Context: an optimization exercise on an open-source flow, tuned for small area, a short achievable clock period and few clock cycles. The choices shown serve that exercise and are no tape-out recipe.
The RTL was checked by simulation tests, not by an equivalence proof against the original design.
Power and IR drop assume default switching activity.

`run.sh`:
```
#!/bin/bash
# synth_recipe.tcl (not shown) runs the flow's synth.tcl, then flattens the netlist and writes it again
# the make line also repeats each setting of config.mk as NAME=value (left out here)
make -C /OpenROAD-flow-scripts/flow DESIGN_CONFIG=/design/flow/config.mk WORK_HOME=/design/flow/orfs CLKGATE_MAP_FILE= SYNTH_SCRIPT=/design/flow/synth_recipe.tcl finish
```
`design.v`:
```
`default_nettype none
module gb_mbc_core (
    input  wire         clk,
    input  wire         rst,
    input  wire         cmd_valid,
    output wire         cmd_ready,
    input  wire [31:0]  cmd_word,
    output wire         res_valid,
    output reg  [7:0]   res_status,
    output reg  [31:0]  res_value,
    output reg  [31:0]  res_aux,
    output reg          res_flag,
    output reg          res_hdr_valid,
    output wire [127:0] res_title,
    output reg  [3:0]   res_mbc_type,
    output reg  [1:0]   res_warn,
    output wire [15:0]  bus_addr,
    output wire         bus_set,
    output wire         bus_rd,
    output wire         bus_wr,
    output wire         bus_wait,
    output wire [7:0]   bus_wdata,
    input  wire         bus_ack,
    input  wire [7:0]   bus_rdata,
    input  wire         bus_err,
    output wire         out_valid,
    output reg  [7:0]   out_data,
    input  wire         out_ready,
    output wire         in_req,
    input  wire         in_ack,
    input  wire [7:0]   in_data,
    input  wire         in_end,
    input  wire         in_fail
);
    localparam [7:0] ST_OK        = 8'h00;
    localparam [7:0] ST_BUSERR    = 8'h01;
    localparam [7:0] ST_UNSUP     = 8'h02;
    localparam [7:0] ST_FILEIO    = 8'h03;
    localparam [7:0] ST_ILLEGAL   = 8'h04;
    localparam [7:0] ST_NOSESSION = 8'h05;
    localparam [7:0] ST_FAULTED   = 8'h06;
    localparam [7:0] ST_ADDRUNSET = 8'h07;
    localparam [7:0] ST_CTRLWR    = 8'h08;
    localparam [7:0] ST_RAMNOTEN  = 8'h09;
    localparam [1:0] PH_NOSESSION = 2'd0;
    localparam [1:0] PH_READY     = 2'd1;
    localparam [1:0] PH_FAULTED   = 2'd2;
    localparam [2:0] FAM_ROMONLY = 3'd0;
    localparam [2:0] FAM_MBC1    = 3'd1;
    localparam [2:0] FAM_MBC2    = 3'd2;
    localparam [2:0] FAM_MBC3    = 3'd3;
    localparam [2:0] FAM_MBC5    = 3'd4;
    localparam [7:0] OP_PARSE_HEADER    = 8'h01;
    localparam [7:0] OP_MAKE_ROM_READER = 8'h02;
    localparam [7:0] OP_ENABLE_RAM      = 8'h03;
    localparam [7:0] OP_DISABLE_RAM     = 8'h04;
    localparam [7:0] OP_SELECT_ROM_BANK = 8'h05;
    localparam [7:0] OP_SELECT_RAM_BANK = 8'h06;
    localparam [7:0] OP_SET_ADDR        = 8'h07;
    localparam [7:0] OP_READ_BYTE       = 8'h08;
    localparam [7:0] OP_WRITE_BYTE      = 8'h09;
    localparam [7:0] OP_ROM_SIZE        = 8'h0A;
    localparam [7:0] OP_ROM_STATUS      = 8'h0B;
    localparam [7:0] OP_ROM_READ        = 8'h0C;
    localparam [7:0] OP_RAM_DUMP        = 8'h0D;
    localparam [7:0] OP_RAM_RESTORE     = 8'h0E;
    localparam [7:0] OP_XLATE_ROM       = 8'h0F;
    localparam [7:0] OP_XLATE_RAM       = 8'h10;
    localparam [2:0] UPD_NONE   = 3'd0;
    localparam [2:0] UPD_RAMEN  = 3'd1;
    localparam [2:0] UPD_RAMDIS = 3'd2;
    localparam [2:0] UPD_ROMB   = 3'd3;
    localparam [2:0] UPD_RAMB   = 3'd4;
    localparam [5:0] S_IDLE   = 6'd0;    
    localparam [5:0] S_EXEC   = 6'd1;    
    localparam [5:0] S_RESULT = 6'd2;    
    localparam [5:0] S_HSET   = 6'd3;    
    localparam [5:0] S_HRD    = 6'd4;    
    localparam [5:0] S_HDONE  = 6'd5;    
    localparam [5:0] S_WSET   = 6'd6;    
    localparam [5:0] S_WWR    = 6'd7;    
    localparam [5:0] S_CDONE  = 6'd8;    
    localparam [5:0] S_ASET   = 6'd9;    
    localparam [5:0] S_BRD    = 6'd10;   
    localparam [5:0] S_BW1    = 6'd11;   
    localparam [5:0] S_BWR    = 6'd12;   
    localparam [5:0] S_BW2    = 6'd13;   
    localparam [5:0] S_RCHK   = 6'd14;   
    localparam [5:0] S_RSET   = 6'd15;   
    localparam [5:0] S_RRD    = 6'd16;   
    localparam [5:0] S_REMIT  = 6'd17;   
    localparam [5:0] S_XFIX   = 6'd18;   
    localparam [5:0] S_FSET   = 6'd19;   
    localparam [5:0] S_FRD    = 6'd20;   
    localparam [5:0] S_XEN    = 6'd21;   
    localparam [5:0] S_XBANK  = 6'd22;   
    localparam [5:0] S_XBYTE  = 6'd23;   
    localparam [5:0] S_DSET   = 6'd24;   
    localparam [5:0] S_DRD    = 6'd25;   
    localparam [5:0] S_DEMIT  = 6'd26;   
    localparam [5:0] S_TIN    = 6'd27;   
    localparam [5:0] S_TSET   = 6'd28;   
    localparam [5:0] S_TW1    = 6'd29;   
    localparam [5:0] S_TWR    = 6'd30;   
    localparam [5:0] S_TW2    = 6'd31;   
    localparam [5:0] S_XNEXT  = 6'd32;   
    localparam [5:0] S_XDONE  = 6'd33;   
    reg  [5:0]   state;
    reg  [31:0]  cmd_r;
    reg  [1:0]   phase;
    reg  [15:0]  addr_r;         
    reg          addr_valid;
    reg  [2:0]   s_family;
    reg  [31:0]  s_rom_size;
    reg  [31:0]  s_ram_size;
    reg  [15:0]  rom_bank;
    reg  [15:0]  ram_bank;
    reg          ram_en;
    reg  [23:0]  cursor;
    reg          eos;
    reg  [6:0]   hidx;
    reg  [127:0] title_r;
    reg  [7:0]   type_byte;
    reg  [7:0]   romc_byte;
    reg  [7:0]   ramc_byte;
    reg  [3:0]   utf_st;
    reg  [15:0]  wq_a0, wq_a1, wq_a2;
    reg  [7:0]   wq_d0, wq_d1, wq_d2;
    reg  [1:0]   wq_cnt;
    reg  [1:0]   widx;
    reg  [2:0]   wupd;
    reg  [15:0]  wpend;
    reg  [5:0]   wret;
    reg  [31:0]  moved;          
    reg  [23:0]  rem;            
    reg          is_restore;
    reg  [4:0]   xbank;          
    reg  [12:0]  xidx;           
    reg  [7:0]   tdata;          
    reg          bw_ram;         
    wire [7:0]  op    = cmd_r[31:24];
    wire [15:0] imm16 = cmd_r[15:0];
    wire [23:0] imm24 = cmd_r[23:0];
    wire [7:0]  imm8  = cmd_r[7:0];
    reg illegal;
    always @(*) begin
        case (op)
            OP_PARSE_HEADER, OP_MAKE_ROM_READER, OP_ENABLE_RAM, OP_DISABLE_RAM,
            OP_READ_BYTE, OP_ROM_SIZE, OP_ROM_STATUS, OP_RAM_DUMP, OP_RAM_RESTORE:
                illegal = (cmd_r[23:0] != 24'd0);
            OP_WRITE_BYTE:
                illegal = (cmd_r[23:8] != 16'd0);
            OP_SELECT_ROM_BANK, OP_SELECT_RAM_BANK, OP_SET_ADDR:
                illegal = (cmd_r[23:16] != 8'd0);
            OP_ROM_READ, OP_XLATE_ROM, OP_XLATE_RAM:
                illegal = 1'b0;
            default:
                illegal = 1'b1;
        endcase
    end
    reg  [3:0]  h_mbc_type;
    reg         h_unrec;
    reg  [2:0]  h_family;
    reg  [31:0] h_rom_size;
    reg  [31:0] h_ram_size;
    always @(*) begin
        h_unrec = 1'b0;
        case (type_byte)
            8'h00: h_mbc_type = 4'd0;
            8'h01: h_mbc_type = 4'd1;
            8'h02: h_mbc_type = 4'd2;
            8'h03: h_mbc_type = 4'd3;
            8'h05: h_mbc_type = 4'd4;
            8'h06: h_mbc_type = 4'd5;
            8'h11: h_mbc_type = 4'd6;
            8'h12: h_mbc_type = 4'd7;
            8'h13: h_mbc_type = 4'd8;
            8'h19: h_mbc_type = 4'd9;
            8'h1A: h_mbc_type = 4'd10;
            8'h1B: h_mbc_type = 4'd11;
            default: begin
                h_mbc_type = 4'd0;
                h_unrec    = 1'b1;
            end
        endcase
        case (h_mbc_type)
            4'd1, 4'd2, 4'd3:  h_family = FAM_MBC1;
            4'd4, 4'd5:        h_family = FAM_MBC2;
            4'd6, 4'd7, 4'd8:  h_family = FAM_MBC3;
            4'd9, 4'd10, 4'd11: h_family = FAM_MBC5;
            default:           h_family = FAM_ROMONLY;
        endcase
        if (romc_byte <= 8'h08)
            h_rom_size = 32'h0000_8000 << romc_byte[3:0];
        else
            h_rom_size = 32'd0;
        if (h_mbc_type == 4'd0)
            h_ram_size = 32'd0;
        else begin
            case (ramc_byte)
                8'h02:   h_ram_size = 32'h0000_2000;
                8'h03:   h_ram_size = 32'h0000_8000;
                8'h04:   h_ram_size = 32'h0002_0000;
                8'h05:   h_ram_size = 32'h0001_0000;
                default: h_ram_size = 32'd0;
            endcase
        end
    end
    localparam [3:0] U_OK  = 4'd0;   
    localparam [3:0] U_N1  = 4'd1;   
    localparam [3:0] U_N2  = 4'd2;   
    localparam [3:0] U_N3  = 4'd3;   
    localparam [3:0] U_E0  = 4'd4;   
    localparam [3:0] U_ED  = 4'd5;   
    localparam [3:0] U_F0  = 4'd6;   
    localparam [3:0] U_F4  = 4'd7;   
    localparam [3:0] U_BAD = 4'd8;   
    reg [3:0] utf_next;
    always @(*) begin
        utf_next = U_BAD;
        case (utf_st)
            U_OK: begin
                if (bus_rdata < 8'h80)                              utf_next = U_OK;
                else if (bus_rdata >= 8'hC2 && bus_rdata <= 8'hDF)  utf_next = U_N1;
                else if (bus_rdata == 8'hE0)                        utf_next = U_E0;
                else if (bus_rdata == 8'hED)                        utf_next = U_ED;
                else if (bus_rdata >= 8'hE1 && bus_rdata <= 8'hEF)  utf_next = U_N2;
                else if (bus_rdata == 8'hF0)                        utf_next = U_F0;
                else if (bus_rdata >= 8'hF1 && bus_rdata <= 8'hF3)  utf_next = U_N3;
                else if (bus_rdata == 8'hF4)                        utf_next = U_F4;
                else                                                utf_next = U_BAD;
            end
            U_N1: utf_next = (bus_rdata[7:6] == 2'b10) ? U_OK : U_BAD;
            U_N2: utf_next = (bus_rdata[7:6] == 2'b10) ? U_N1 : U_BAD;
            U_N3: utf_next = (bus_rdata[7:6] == 2'b10) ? U_N2 : U_BAD;
            U_E0: utf_next = (bus_rdata >= 8'hA0 && bus_rdata <= 8'hBF) ? U_N1 : U_BAD;
            U_ED: utf_next = (bus_rdata >= 8'h80 && bus_rdata <= 8'h9F) ? U_N1 : U_BAD;
            U_F0: utf_next = (bus_rdata >= 8'h90 && bus_rdata <= 8'hBF) ? U_N2 : U_BAD;
            U_F4: utf_next = (bus_rdata >= 8'h80 && bus_rdata <= 8'h8F) ? U_N2 : U_BAD;
            default: utf_next = U_BAD;
        endcase
    end
    wire [17:0] rom_banks = s_rom_size[31:14];
    wire [18:0] ram_banks = s_ram_size[31:13];
    reg  [9:0]  fam_max_rom;
    reg  [4:0]  fam_max_ram;
    reg         has_ram_banking;
    always @(*) begin
        case (s_family)
            FAM_MBC1: begin fam_max_rom = 10'd128; fam_max_ram = 5'd4;  has_ram_banking = 1'b1; end
            FAM_MBC2: begin fam_max_rom = 10'd16;  fam_max_ram = 5'd0;  has_ram_banking = 1'b0; end
            FAM_MBC3: begin fam_max_rom = 10'd128; fam_max_ram = 5'd4;  has_ram_banking = 1'b1; end
            FAM_MBC5: begin fam_max_rom = 10'd512; fam_max_ram = 5'd16; has_ram_banking = 1'b1; end
            default:  begin fam_max_rom = 10'd2;   fam_max_ram = 5'd0;  has_ram_banking = 1'b0; end
        endcase
    end
    wire [17:0] lim_rom = (rom_banks < {8'd0, fam_max_rom}) ? rom_banks : {8'd0, fam_max_rom};
    wire [18:0] lim_ram = (ram_banks < {14'd0, fam_max_ram}) ? ram_banks : {14'd0, fam_max_ram};
    wire        need_select = has_ram_banking && (ram_banks != 19'd1);
    wire        bank_limit_bad = need_select && (ram_banks > {14'd0, fam_max_ram});
    wire        mbc1_big = (rom_banks > 18'd32);
    wire [15:0] sel_rom_n = (imm16 == 16'd0) ? 16'd1 : imm16;
    wire [15:0] rd_rom_n  = {6'd0, cursor[23:14]};
    wire        addr_in_ram = (addr_r >= 16'hA000) && (addr_r <= 16'hBFFF);
    reg [15:0] set_val;
    always @(*) begin
        case (state)
            S_HSET:  set_val = 16'h0100 + {9'd0, hidx};
            S_WSET:  set_val = (widx == 2'd0) ? wq_a0 : (widx == 2'd1) ? wq_a1 : wq_a2;
            S_ASET:  set_val = imm16;
            S_RSET:  set_val = (cursor[23:14] == 10'd0) ? {2'b00, cursor[13:0]}
                                                       : {2'b01, cursor[13:0]};
            S_FSET:  set_val = 16'h0134;
            S_DSET,
            S_TSET:  set_val = 16'hA000 + {3'd0, xidx};
            default: set_val = addr_r;
        endcase
    end
    assign bus_set = (state == S_HSET) || (state == S_ASET) || (state == S_RSET) ||
                     (state == S_FSET) || (state == S_DSET) || (state == S_TSET) ||
                     ((state == S_WSET) && (widx != wq_cnt));
    assign bus_addr = bus_set ? set_val : addr_r;
    assign bus_rd   = (state == S_HRD) || (state == S_BRD) || (state == S_RRD) ||
                      (state == S_FRD) || (state == S_DRD);
    assign bus_wr   = (state == S_WWR) || (state == S_BWR) || (state == S_TWR);
    assign bus_wait = (state == S_BW1) || (state == S_BW2) || (state == S_TW1) || (state == S_TW2);
    assign bus_wdata = (state == S_WWR) ? ((widx == 2'd0) ? wq_d0 : (widx == 2'd1) ? wq_d1 : wq_d2) :
                       (state == S_BWR) ? imm8 : tdata;
    assign out_valid = (state == S_REMIT) || (state == S_DEMIT);
    assign in_req    = (state == S_TIN);
    assign cmd_ready = (state == S_IDLE);
    assign res_valid = (state == S_RESULT);
    assign res_title = title_r;
    always @(posedge clk) begin
        if (rst) begin
            state         <= S_IDLE;
            cmd_r         <= 32'd0;
            phase         <= PH_NOSESSION;
            addr_r        <= 16'd0;
            addr_valid    <= 1'b0;
            s_family      <= FAM_ROMONLY;
            s_rom_size    <= 32'd0;
            s_ram_size    <= 32'd0;
            rom_bank      <= 16'd1;
            ram_bank      <= 16'd0;
            ram_en        <= 1'b0;
            cursor        <= 24'd0;
            eos           <= 1'b0;
            hidx          <= 7'd0;
            utf_st        <= U_OK;
            wq_cnt        <= 2'd0;
            widx          <= 2'd0;
            wupd          <= UPD_NONE;
            wpend         <= 16'd0;
            wret          <= S_IDLE;
            moved         <= 32'd0;
            rem           <= 24'd0;
            is_restore    <= 1'b0;
            xbank         <= 5'd0;
            xidx          <= 13'd0;
            bw_ram        <= 1'b0;
            res_status    <= 8'd0;
            res_value     <= 32'd0;
            res_aux       <= 32'd0;
            res_flag      <= 1'b0;
            res_hdr_valid <= 1'b0;
            res_mbc_type  <= 4'd0;
            res_warn      <= 2'd0;
        end else begin
            if (bus_set) begin
                addr_r     <= set_val;
                addr_valid <= 1'b1;
            end
            case (state)
                S_IDLE: begin
                    if (cmd_valid) begin
                        cmd_r <= cmd_word;
                        state <= S_EXEC;
                    end
                end
                S_RESULT: begin
                    state <= S_IDLE;
                end
                S_EXEC: begin
                    moved         <= 32'd0;
                    res_status    <= ST_OK;
                    res_value     <= 32'd0;
                    res_aux       <= 32'd0;
                    res_flag      <= 1'b0;
                    res_hdr_valid <= 1'b0;
                    state         <= S_RESULT;
                    if (illegal) begin
                        res_status <= ST_ILLEGAL;
                    end else if (phase == PH_FAULTED) begin
                        res_status <= ST_FAULTED;
                    end else if (phase == PH_NOSESSION &&
                                 op != OP_PARSE_HEADER && op != OP_MAKE_ROM_READER) begin
                        res_status <= ST_NOSESSION;
                    end else begin
                        case (op)
                            OP_PARSE_HEADER, OP_MAKE_ROM_READER: begin
                                hidx   <= 7'd0;
                                utf_st <= U_OK;
                                state  <= S_HSET;
                            end
                            OP_ENABLE_RAM: begin
                                wq_a0  <= 16'h0000;
                                wq_d0  <= 8'h0A;
                                wq_cnt <= (s_family == FAM_ROMONLY) ? 2'd0 : 2'd1;
                                widx   <= 2'd0;
                                wupd   <= UPD_RAMEN;
                                wret   <= S_CDONE;
                                state  <= S_WSET;
                            end
                            OP_DISABLE_RAM: begin
                                wq_a0  <= 16'h0000;
                                wq_d0  <= 8'h00;
                                wq_cnt <= (s_family == FAM_ROMONLY) ? 2'd0 : 2'd1;
                                widx   <= 2'd0;
                                wupd   <= UPD_RAMDIS;
                                wret   <= S_CDONE;
                                state  <= S_WSET;
                            end
                            OP_SELECT_ROM_BANK: begin
                                if ({2'd0, sel_rom_n} >= lim_rom) begin
                                    res_status <= ST_UNSUP;
                                end else begin
                                    load_rom_seq(sel_rom_n);
                                    wret  <= S_CDONE;
                                    state <= S_WSET;
                                end
                            end
                            OP_SELECT_RAM_BANK: begin
                                if (!has_ram_banking || {3'd0, imm16} >= lim_ram) begin
                                    res_status <= ST_UNSUP;
                                end else begin
                                    load_ram_seq(imm16);
                                    wret  <= S_CDONE;
                                    state <= S_WSET;
                                end
                            end
                            OP_SET_ADDR: begin
                                state <= S_ASET;
                            end
                            OP_READ_BYTE: begin
                                if (!addr_valid)
                                    res_status <= ST_ADDRUNSET;
                                else if (addr_in_ram && !ram_en)
                                    res_status <= ST_RAMNOTEN;
                                else
                                    state <= S_BRD;
                            end
                            OP_WRITE_BYTE: begin
                                if (!addr_valid)
                                    res_status <= ST_ADDRUNSET;
                                else if (addr_r < 16'h8000)
                                    res_status <= ST_CTRLWR;
                                else if (addr_in_ram && !ram_en)
                                    res_status <= ST_RAMNOTEN;
                                else begin
                                    bw_ram <= addr_in_ram;
                                    state  <= addr_in_ram ? S_BW1 : S_BWR;
                                end
                            end
                            OP_ROM_SIZE: begin
                                res_value <= s_rom_size;
                            end
                            OP_ROM_STATUS: begin
                                res_value <= {8'd0, cursor};
                                res_aux   <= {16'd0, rom_bank};
                                res_flag  <= eos;
                            end
                            OP_ROM_READ: begin
                                if (imm24 == 24'd0) begin
                                end else if ({8'd0, cursor} == s_rom_size) begin
                                    eos <= 1'b1;
                                end else begin
                                    if ({8'd0, imm24} < s_rom_size - {8'd0, cursor})
                                        rem <= imm24;
                                    else
                                        rem <= s_rom_size[23:0] - cursor;
                                    state <= S_RCHK;
                                end
                            end
                            OP_RAM_DUMP: begin
                                if (bank_limit_bad) begin
                                    res_status <= ST_UNSUP;
                                end else begin
                                    is_restore <= 1'b0;
                                    state      <= S_XEN;
                                end
                            end
                            OP_RAM_RESTORE: begin
                                if (s_ram_size == 32'd0) begin
                                end else if (bank_limit_bad) begin
                                    res_status <= ST_UNSUP;
                                end else begin
                                    is_restore <= 1'b1;
                                    state      <= S_XFIX;
                                end
                            end
                            OP_XLATE_ROM: begin
                                res_value <= {22'd0, imm24[23:14]};
                                res_aux   <= (imm24[23:14] == 10'd0) ? {18'd0, imm24[13:0]}
                                                                     : {16'd0, 2'b01, imm24[13:0]};
                                res_flag  <= ({8'd0, imm24} < s_rom_size);
                            end
                            OP_XLATE_RAM: begin
                                res_value <= {21'd0, imm24[23:13]};
                                res_aux   <= {16'd0, 3'b101, imm24[12:0]};
                                res_flag  <= ({8'd0, imm24} < s_ram_size);
                            end
                            default: begin
                                res_status <= ST_ILLEGAL;
                            end
                        endcase
                    end
                end
                S_HSET: begin
                    state <= S_HRD;
                end
                S_HRD: begin
                    if (bus_ack) begin
                        if (bus_err) begin
                            bus_fault();
                        end else begin
                            if (hidx >= 7'h34 && hidx <= 7'h43) begin
                                title_r <= {bus_rdata, title_r[127:8]};
                                utf_st  <= utf_next;
                            end
                            if (hidx == 7'h47) type_byte <= bus_rdata;
                            if (hidx == 7'h48) romc_byte <= bus_rdata;
                            if (hidx == 7'h49) ramc_byte <= bus_rdata;
                            if (hidx == 7'h4F) begin
                                state <= S_HDONE;
                            end else begin
                                hidx  <= hidx + 7'd1;
                                state <= S_HSET;
                            end
                        end
                    end
                end
                S_HDONE: begin
                    if (op == OP_MAKE_ROM_READER) begin
                        phase      <= PH_READY;
                        s_family   <= h_family;
                        s_rom_size <= h_rom_size;
                        s_ram_size <= h_ram_size;
                        rom_bank   <= 16'd1;
                        ram_bank   <= 16'd0;
                        ram_en     <= 1'b0;
                        cursor     <= 24'd0;
                        eos        <= 1'b0;
                    end
                    res_status    <= ST_OK;
                    res_value     <= h_rom_size;
                    res_aux       <= h_ram_size;
                    res_flag      <= h_unrec || (utf_st != U_OK);
                    res_hdr_valid <= 1'b1;
                    res_mbc_type  <= h_mbc_type;
                    res_warn      <= {h_unrec, (utf_st != U_OK)};
                    state         <= S_RESULT;
                end
                S_WSET: begin
                    if (widx == wq_cnt) begin
                        case (wupd)
                            UPD_RAMEN:  ram_en   <= 1'b1;
                            UPD_RAMDIS: ram_en   <= 1'b0;
                            UPD_ROMB:   rom_bank <= wpend;
                            UPD_RAMB:   ram_bank <= wpend;
                            default: ;
                        endcase
                        state <= wret;
                    end else begin
                        state <= S_WWR;
                    end
                end
                S_WWR: begin
                    if (bus_ack) begin
                        if (bus_err) begin
                            bus_fault();
                        end else begin
                            widx  <= widx + 2'd1;
                            state <= S_WSET;
                        end
                    end
                end
                S_CDONE: begin
                    state <= S_RESULT;
                end
                S_ASET: begin
                    state <= S_RESULT;
                end
                S_BRD: begin
                    if (bus_ack) begin
                        if (bus_err) begin
                            bus_fault();
                        end else begin
                            res_value <= {24'd0, bus_rdata};
                            state     <= S_RESULT;
                        end
                    end
                end
                S_BW1: begin
                    if (bus_ack) state <= S_BWR;
                end
                S_BWR: begin
                    if (bus_ack) begin
                        if (bus_err)
                            bus_fault();
                        else
                            state <= bw_ram ? S_BW2 : S_RESULT;
                    end
                end
                S_BW2: begin
                    if (bus_ack) state <= S_RESULT;
                end
                S_RCHK: begin
                    if (rem == 24'd0) begin
                        res_status <= ST_OK;
                        res_value  <= moved;
                        state      <= S_RESULT;
                    end else if (cursor[13:0] == 14'd0 && cursor[23:14] != 10'd0) begin
                        if ({2'd0, rd_rom_n} >= lim_rom) begin
                            res_status <= ST_UNSUP;
                            res_value  <= moved;
                            state      <= S_RESULT;
                        end else begin
                            load_rom_seq(rd_rom_n);
                            wret  <= S_RSET;
                            state <= S_WSET;
                        end
                    end else begin
                        state <= S_RSET;
                    end
                end
                S_RSET: begin
                    state <= S_RRD;
                end
                S_RRD: begin
                    if (bus_ack) begin
                        if (bus_err) begin
                            bus_fault();
                        end else begin
                            out_data <= bus_rdata;
                            state    <= S_REMIT;
                        end
                    end
                end
                S_REMIT: begin
                    if (out_ready) begin
                        cursor <= cursor + 24'd1;
                        moved  <= moved + 32'd1;
                        rem    <= rem - 24'd1;
                        state  <= S_RCHK;
                    end
                end
                S_XFIX: begin
                    if (s_family == FAM_MBC2) begin
                        state <= S_FSET;
                    end else if (s_family == FAM_MBC1) begin
                        wq_a0  <= 16'h6000;
                        wq_d0  <= 8'h01;
                        wq_cnt <= 2'd1;
                        widx   <= 2'd0;
                        wupd   <= UPD_NONE;
                        wret   <= S_XEN;
                        state  <= S_WSET;
                    end else begin
                        state <= S_XEN;
                    end
                end
                S_FSET: begin
                    state <= S_FRD;
                end
                S_FRD: begin
                    if (bus_ack) begin
                        if (bus_err)
                            bus_fault();
                        else
                            state <= S_XEN;
                    end
                end
                S_XEN: begin
                    wq_a0  <= 16'h0000;
                    wq_d0  <= 8'h0A;
                    wq_cnt <= (s_family == FAM_ROMONLY) ? 2'd0 : 2'd1;
                    widx   <= 2'd0;
                    wupd   <= UPD_RAMEN;
                    wret   <= S_XBANK;
                    xbank  <= 5'd0;
                    xidx   <= 13'd0;
                    state  <= S_WSET;
                end
                S_XBANK: begin
                    xidx <= 13'd0;
                    if ({14'd0, xbank} == ram_banks) begin
                        wq_a0  <= 16'h0000;
                        wq_d0  <= 8'h00;
                        wq_cnt <= (s_family == FAM_ROMONLY) ? 2'd0 : 2'd1;
                        widx   <= 2'd0;
                        wupd   <= UPD_RAMDIS;
                        wret   <= S_XDONE;
                        state  <= S_WSET;
                    end else if (need_select) begin
                        load_ram_seq({11'd0, xbank});
                        wret  <= S_XBYTE;
                        state <= S_WSET;
                    end else begin
                        state <= S_XBYTE;
                    end
                end
                S_XBYTE: begin
                    state <= is_restore ? S_TIN : S_DSET;
                end
                S_DSET: begin
                    state <= S_DRD;
                end
                S_DRD: begin
                    if (bus_ack) begin
                        if (bus_err) begin
                            bus_fault();
                        end else begin
                            out_data <= bus_rdata;
                            state    <= S_DEMIT;
                        end
                    end
                end
                S_DEMIT: begin
                    if (out_ready) state <= S_XNEXT;
                end
                S_TIN: begin
                    if (in_ack) begin
                        if (in_end && in_fail) begin
                            res_status    <= ST_FILEIO;
                            res_value     <= moved;
                            res_aux       <= 32'd0;
                            res_flag      <= 1'b0;
                            res_hdr_valid <= 1'b0;
                            phase         <= PH_FAULTED;
                            state         <= S_RESULT;
                        end else begin
                            tdata <= in_end ? 8'hFF : in_data;
                            state <= S_TSET;
                        end
                    end
                end
                S_TSET: begin
                    state <= S_TW1;
                end
                S_TW1: begin
                    if (bus_ack) state <= S_TWR;
                end
                S_TWR: begin
                    if (bus_ack) begin
                        if (bus_err)
                            bus_fault();
                        else
                            state <= S_TW2;
                    end
                end
                S_TW2: begin
                    if (bus_ack) state <= S_XNEXT;
                end
                S_XNEXT: begin
                    moved <= moved + 32'd1;
                    xidx  <= xidx + 13'd1;
                    if (xidx == 13'h1FFF) begin
                        xbank <= xbank + 5'd1;
                        state <= S_XBANK;
                    end else begin
                        state <= S_XBYTE;
                    end
                end
                S_XDONE: begin
                    res_status <= ST_OK;
                    res_value  <= moved;
                    state      <= S_RESULT;
                end
                default: begin
                    state <= S_IDLE;
                end
            endcase
        end
    end
    task bus_fault;
        begin
            res_status    <= ST_BUSERR;
            res_value     <= moved;
            res_aux       <= 32'd0;
            res_flag      <= 1'b0;
            res_hdr_valid <= 1'b0;
            phase         <= PH_FAULTED;
            state         <= S_RESULT;
        end
    endtask
    task load_rom_seq;
        input [15:0] n;
        begin
            widx  <= 2'd0;
            wupd  <= UPD_ROMB;
            wpend <= n;
            case (s_family)
                FAM_MBC1: begin
                    if (mbc1_big) begin
                        wq_a0 <= 16'h6000; wq_d0 <= 8'h00;
                        wq_a1 <= 16'h2000; wq_d1 <= {3'd0, n[4:0]};
                        wq_a2 <= 16'h4000; wq_d2 <= {6'd0, n[6:5]};
                        wq_cnt <= 2'd3;
                    end else begin
                        wq_a0 <= 16'h2000; wq_d0 <= {3'd0, n[4:0]};
                        wq_cnt <= 2'd1;
                    end
                end
                FAM_MBC2: begin
                    wq_a0 <= 16'h2100; wq_d0 <= {4'd0, n[3:0]};
                    wq_cnt <= 2'd1;
                end
                FAM_MBC3: begin
                    wq_a0 <= 16'h2000; wq_d0 <= {1'b0, n[6:0]};
                    wq_cnt <= 2'd1;
                end
                FAM_MBC5: begin
                    wq_a0 <= 16'h2000; wq_d0 <= n[7:0];
                    wq_a1 <= 16'h3000; wq_d1 <= {7'd0, n[8]};
                    wq_cnt <= 2'd2;
                end
                default: begin
                    wq_cnt <= 2'd0;
                end
            endcase
        end
    endtask
    task load_ram_seq;
        input [15:0] n;
        begin
            widx  <= 2'd0;
            wupd  <= UPD_RAMB;
            wpend <= n;
            case (s_family)
                FAM_MBC1: begin
                    wq_a0 <= 16'h6000; wq_d0 <= 8'h01;
                    wq_a1 <= 16'h4000; wq_d1 <= {6'd0, n[1:0]};
                    wq_cnt <= 2'd2;
                end
                FAM_MBC3: begin
                    wq_a0 <= 16'h4000; wq_d0 <= {6'd0, n[1:0]};
                    wq_cnt <= 2'd1;
                end
                FAM_MBC5: begin
                    wq_a0 <= 16'h4000; wq_d0 <= {4'd0, n[3:0]};
                    wq_cnt <= 2'd1;
                end
                default: begin
                    wq_cnt <= 2'd0;
                end
            endcase
        end
    endtask
endmodule
`default_nettype wire
```
`config.mk`:
```
export PLATFORM = sky130hd
export DESIGN_NAME = gb_mbc_core
export DESIGN_NICKNAME = gb_mbc_core
export VERILOG_FILES = /design/flow/design.v
export SDC_FILE = /design/flow/constraint.sdc
export NUM_CORES = 4
export LEC_CHECK = 0
export CAP_MARGIN = 20
export CORE_MARGIN = 2
export CORE_UTILIZATION = 40
export SLEW_MARGIN = 20
```
`constraint.sdc`:
```
create_clock -name core_clock -period 8.0 [get_ports {clk}]
set_input_delay 1.6000 -clock core_clock [delete_from_list [all_inputs] [get_ports {clk}]]
set_output_delay 1.6000 -clock core_clock [all_outputs]
set_load 0.01 [all_outputs]
```
==> results.txt <==
worst max-delay path by stage:
stage	start	end	slack [ns]	cells past startpoint
global route	s_family[2]	wq_d0[7]	0.97	20
floorplan	rst	title_r[0]	0.26	4
finish	s_family[2]	wq_d0[0]	1.36	20
global placement	s_family[2]	wq_a0[6]	1.55	20
CTS	s_family[2]	wq_d0[0]	1.52	20
detailed placement	s_family[2]	wq_d0[1]	1.52	20
state kept, by name, summed over array words and instances, names as in the netlist, 18 cells and up, named ones only:
signal and cells:
cmd_r 32, cursor 24, moved 32, rem 24, res_aux 18, res_value 32
title_r 128
worst reg2reg max path: stages, from the launching register on:
cell and delay, ns:
dfxtp_1 0.61, nor3b_1 0.54, inv_1 0.42, ha_1 0.42, nand2_1 0.10, a211oi_1 0.06, and4bb_1 0.51, nor2b_2 0.40
nor2_1 0.07, a21oi_1 0.21, ha_1 0.29, a21oi_1 0.15, nor2_1 0.06, a211oi_1 0.35, nand2_1 0.10, a31oi_1 0.18
mux2_2 0.16, nand3_1 0.19, a221o_1 0.39, buf_4 0.23, nor3_1 0.88
cells by family after synthesis:
| family | count (synthesis) | share of synthesized area [%] |
|---|---|---|
| xor gates and xnor gates | 89 | 2.859 |
| buffers and inverters | 320 | 4.782 |
| other | 2 | 0.02754 |
| adders and majority gates | 92 | 4.194 |
| and+or+nand+nor | 1224 | 21.24 |
| DFF | 520 | 46.07 |
| AOI/OAI and AO/OA | 813 | 19.21 |
| muxes | 43 | 1.611 |
layer usage:
| layer | vias to the layer above | part of all wire, % | GRT usage [%] | routed length [um] |
|---|---|---|---|---|
| met1 | 12490 | 42 | 38.76 | 44150 |
| met3 | 254 | 7.5 | 4.323 | 7888 |
| met4 | 2 | 4.6 | 13.13 | 4907 |
| li1 | 11680 | - | - | - |
| met2 | 1276 | 46 | 46.93 | 48680 |
| met5 | - | 0.011 | 0 | 12 |
placed cells by master, fill, tap and decap left out, types with 45 or more instances in the layout:
cell type,synthesis,layout
a211oi_1,62,62
a21oi_1,285,285
a22oi_1,76,76
and2_1,47,47
buf_4,18,69
clkbuf_16,0,59
clkdlybuf4s50_1,0,285
dfxtp_1,305,305
edfxtp_1,215,215
ha_1,89,89
inv_1,86,86
nand2_1,329,328
nand3_1,106,106
nor2_1,371,368
nor3_1,112,106
o21ai_0,142,142
xnor2_1,45,45
power groups by stage:
stage	Sequential [mW]	Clock, mW	Combinational, mW
after floorplan	3.09	0	1.60
after global placement	3.15	0	2.49
after detailed placement	3.16	0	2.53
after CTS	3.10	2.95	2.54
after global routing	3.12	3.06	2.77
final	3.11	2.90	2.59
metrics by stage:
step                      util (%)  hold WS, ns  cell area, um2  cells
after floorplan                  -       0.4156           27350   3125
after global placement       46.00       0.4283           30940   4121
after detailed placement     46.03       0.4313           30970   4122
after CTS                    49.17       0.3813           33080   4231
after global routing         49.17       0.4049           33080   4231
final                        49.18       0.3938           33090   4233
final cells by class:
| class | instances | area share (%) |
|---|---|---|
| Multi-Input combinational cell | 2285 | 41.11 |
| Tap cell | 873 | 3.301 |
| Inverter | 89 | 1.010 |
| Clock buffer | 79 | 4.961 |
| Timing Repair Buffer | 355 | 10.22 |
| Antenna cell | 2 | 0.01513 |
| Sequential cell | 520 | 37.97 |
| Clock inverter | 30 | 1.418 |
synthesized netlist by cell type, types with 62 or more instances:
library cell / n
nor3_1: 112
inv_1: 86
a211oi_1: 62
clkbuf_1: 193
ha_1: 89
nand2_1: 329
a21oi_1: 285
nand3_1: 106
o21ai_0: 142
dfxtp_1: 305
a22oi_1: 76
edfxtp_1: 215
nor2_1: 371
==> results.toml <==
[final_layout]
syn_to_final_growth_pct = 21.35
multi_input_area_um2 = 13600
nNetsFinal = 3455
regArea_um2 = 12560
drive_gt1_share_pct = 6.998
fillers = 6373

[power]
combPwrFrac_pct = 30.1
total_power_mw = 8.599
p_leak_nw = 11.61
sw_frac_of_total_pct = 35.09
p_int_mw = 5.582
p_seq_share_pct = 36.1
power_switching_mw = 3.018
pwr-share-clk_pct = 33.8
power_per_cell_area_nw_per_um2 = 259.9
peakVddDrop_mv = 0.1654

[clock_tree]
clk_path_buf_depth = 3
hold_buffers = 0
htree_levels = 2
cts_sinks = 520
cts_resized = 0
cts_tree = "yes"
clock_latency_ns = 0.65
path_clk_slew_ns = 0.06
cts_buffers = 58
post_cts_buffers = 0
cts-root-buf = "clkbuf_16"

[routing]
num_vias = 25700
totalWireLength_um = 105600
vias_per_cell = 6.071
firstDrtPassIters = 6
ant_nets = 0
wl_per_cell_um = 24.96
drc = 0
dr.first_iter.drc_count = 2740

[worst_setup_path]
rr_worst_depth = 20
cp-start-kind = "flip-flop"
rrSetupSlack_ns = 1.36
crit_chain = "nor3b_1 > inv_1 > ha_1 > nand2_1 > a211oi_1 > and4bb_1 > nor2b_2 > nor2_1 > a21oi_1 > ha_1 > a21oi_1 > nor2_1 > a211oi_1 > nand2_1 > a31oi_1 > mux2_2 > nand3_1 > a221o_1 > buf_4 > nor3_1"
r2r-end = "wq_d0[0]"
cp.arrival_ns = 6.90
critPathCaptureType = "flip-flop"
cp_slowest_cell = "nor3_1"
path_class = "flip-flop to flip-flop"
max_stage_delay_ns = 0.87
crit_fanout = 18
cp_top_family = "simple AND/OR/NAND/NOR gates"
reg2reg_from = "s_family[2]"
cp_num_buf_inv = 2
worstPathRequired_ns = 8.26

[min_path]
hp-class = "flip-flop to flip-flop"
holdPathEnd = "title_r[111]"
hp-start = "title_r[119]"
min_path_cells = 0

[timing]
final.setup.worst_slack_ns = 1.365
setup_viol = 0
tightest_slew_ns = 1.127
rsz0062_at_grt = "false"
fin_worst_skew_ns = 0.06329
tns_ns = 0
maxSlewViolCount = 0
period_minus_slack_ns = 6.636
fmax_mhz = 150.7
hold_violations = 0
post-route-period-util_pct = 82.94
maxSlewHeadroom_pct = 24.31

[grt]
antenna_found_initial = 3
grt_max_degree = 84
grt-ovfl-total = 0
grt_pass1_vias = 24250
grt_pass1_wl_um = 155700
grt_use_total_pct = 29.11

[yosys]
yosysWarnings = 1
synth_edf_count = 215
ys_ff_latch = 520
synth_area_leaders = "edfxtp_1, dfxtp_1, a21oi_1, nor2_1, nand2_1"
async_flop_share_pct = 0
syn_area_per_cell_um2 = 8.787
syn_inst = 3103
seq_area_frac_synth_pct = 46.07
yosysTopAreaCell = "edfxtp_1"
synth_ff_type = "dfxtp_1"
synth_top_area_share_pct = 23.68
synth_cell_type_count = 93
synth_area_um2 = 27270

[die]
dieHeight_um = 265.1
ios = 305
dieWidth_um = 265.1
die_area_um2 = 70270
core_um2 = 67280
fp-row-count = 95
start_util_pct = 40.53

[place]
dp_hpwl_um = 77830
gp_congestion = 0.9782
dpl_worst_slack_ns = 1.518
io_buffers = 286

[run]
maxCapViolCount = 0

[run_status]
status = "no timing/DRC/antenna violations"
Testbench counts, summed over its fixed seeds: cycles 3,213,141.

## what the ideal ports hide
No port has a modelled driver above. Below, the same layout with a new extraction and two added sets of constraints.
Step 1, drivers: a clkbuf_16 drives clk and a buf_2 each remaining input, both assumed.
Step 2 moves the port delays by t, midway between the first and last clock arrival at a register: inputs arrive t later, outputs are due t later. That takes back most of the time a late clock gives input paths.
a / b / c = ideal ports / drivers / drivers and shift; a / b = the first two.
t (ns): 0.680
setup WS [ns]: 1.364 / 1.364 / 1.364
slew at the worst register clock pin (ns): 0.07 / 0.07
pins driven straight from the clock port: 1
After both steps setup and hold are still met in this run. The setup slack of this run moves by 0.000 ns with the drivers and by 0.000 ns with both steps.
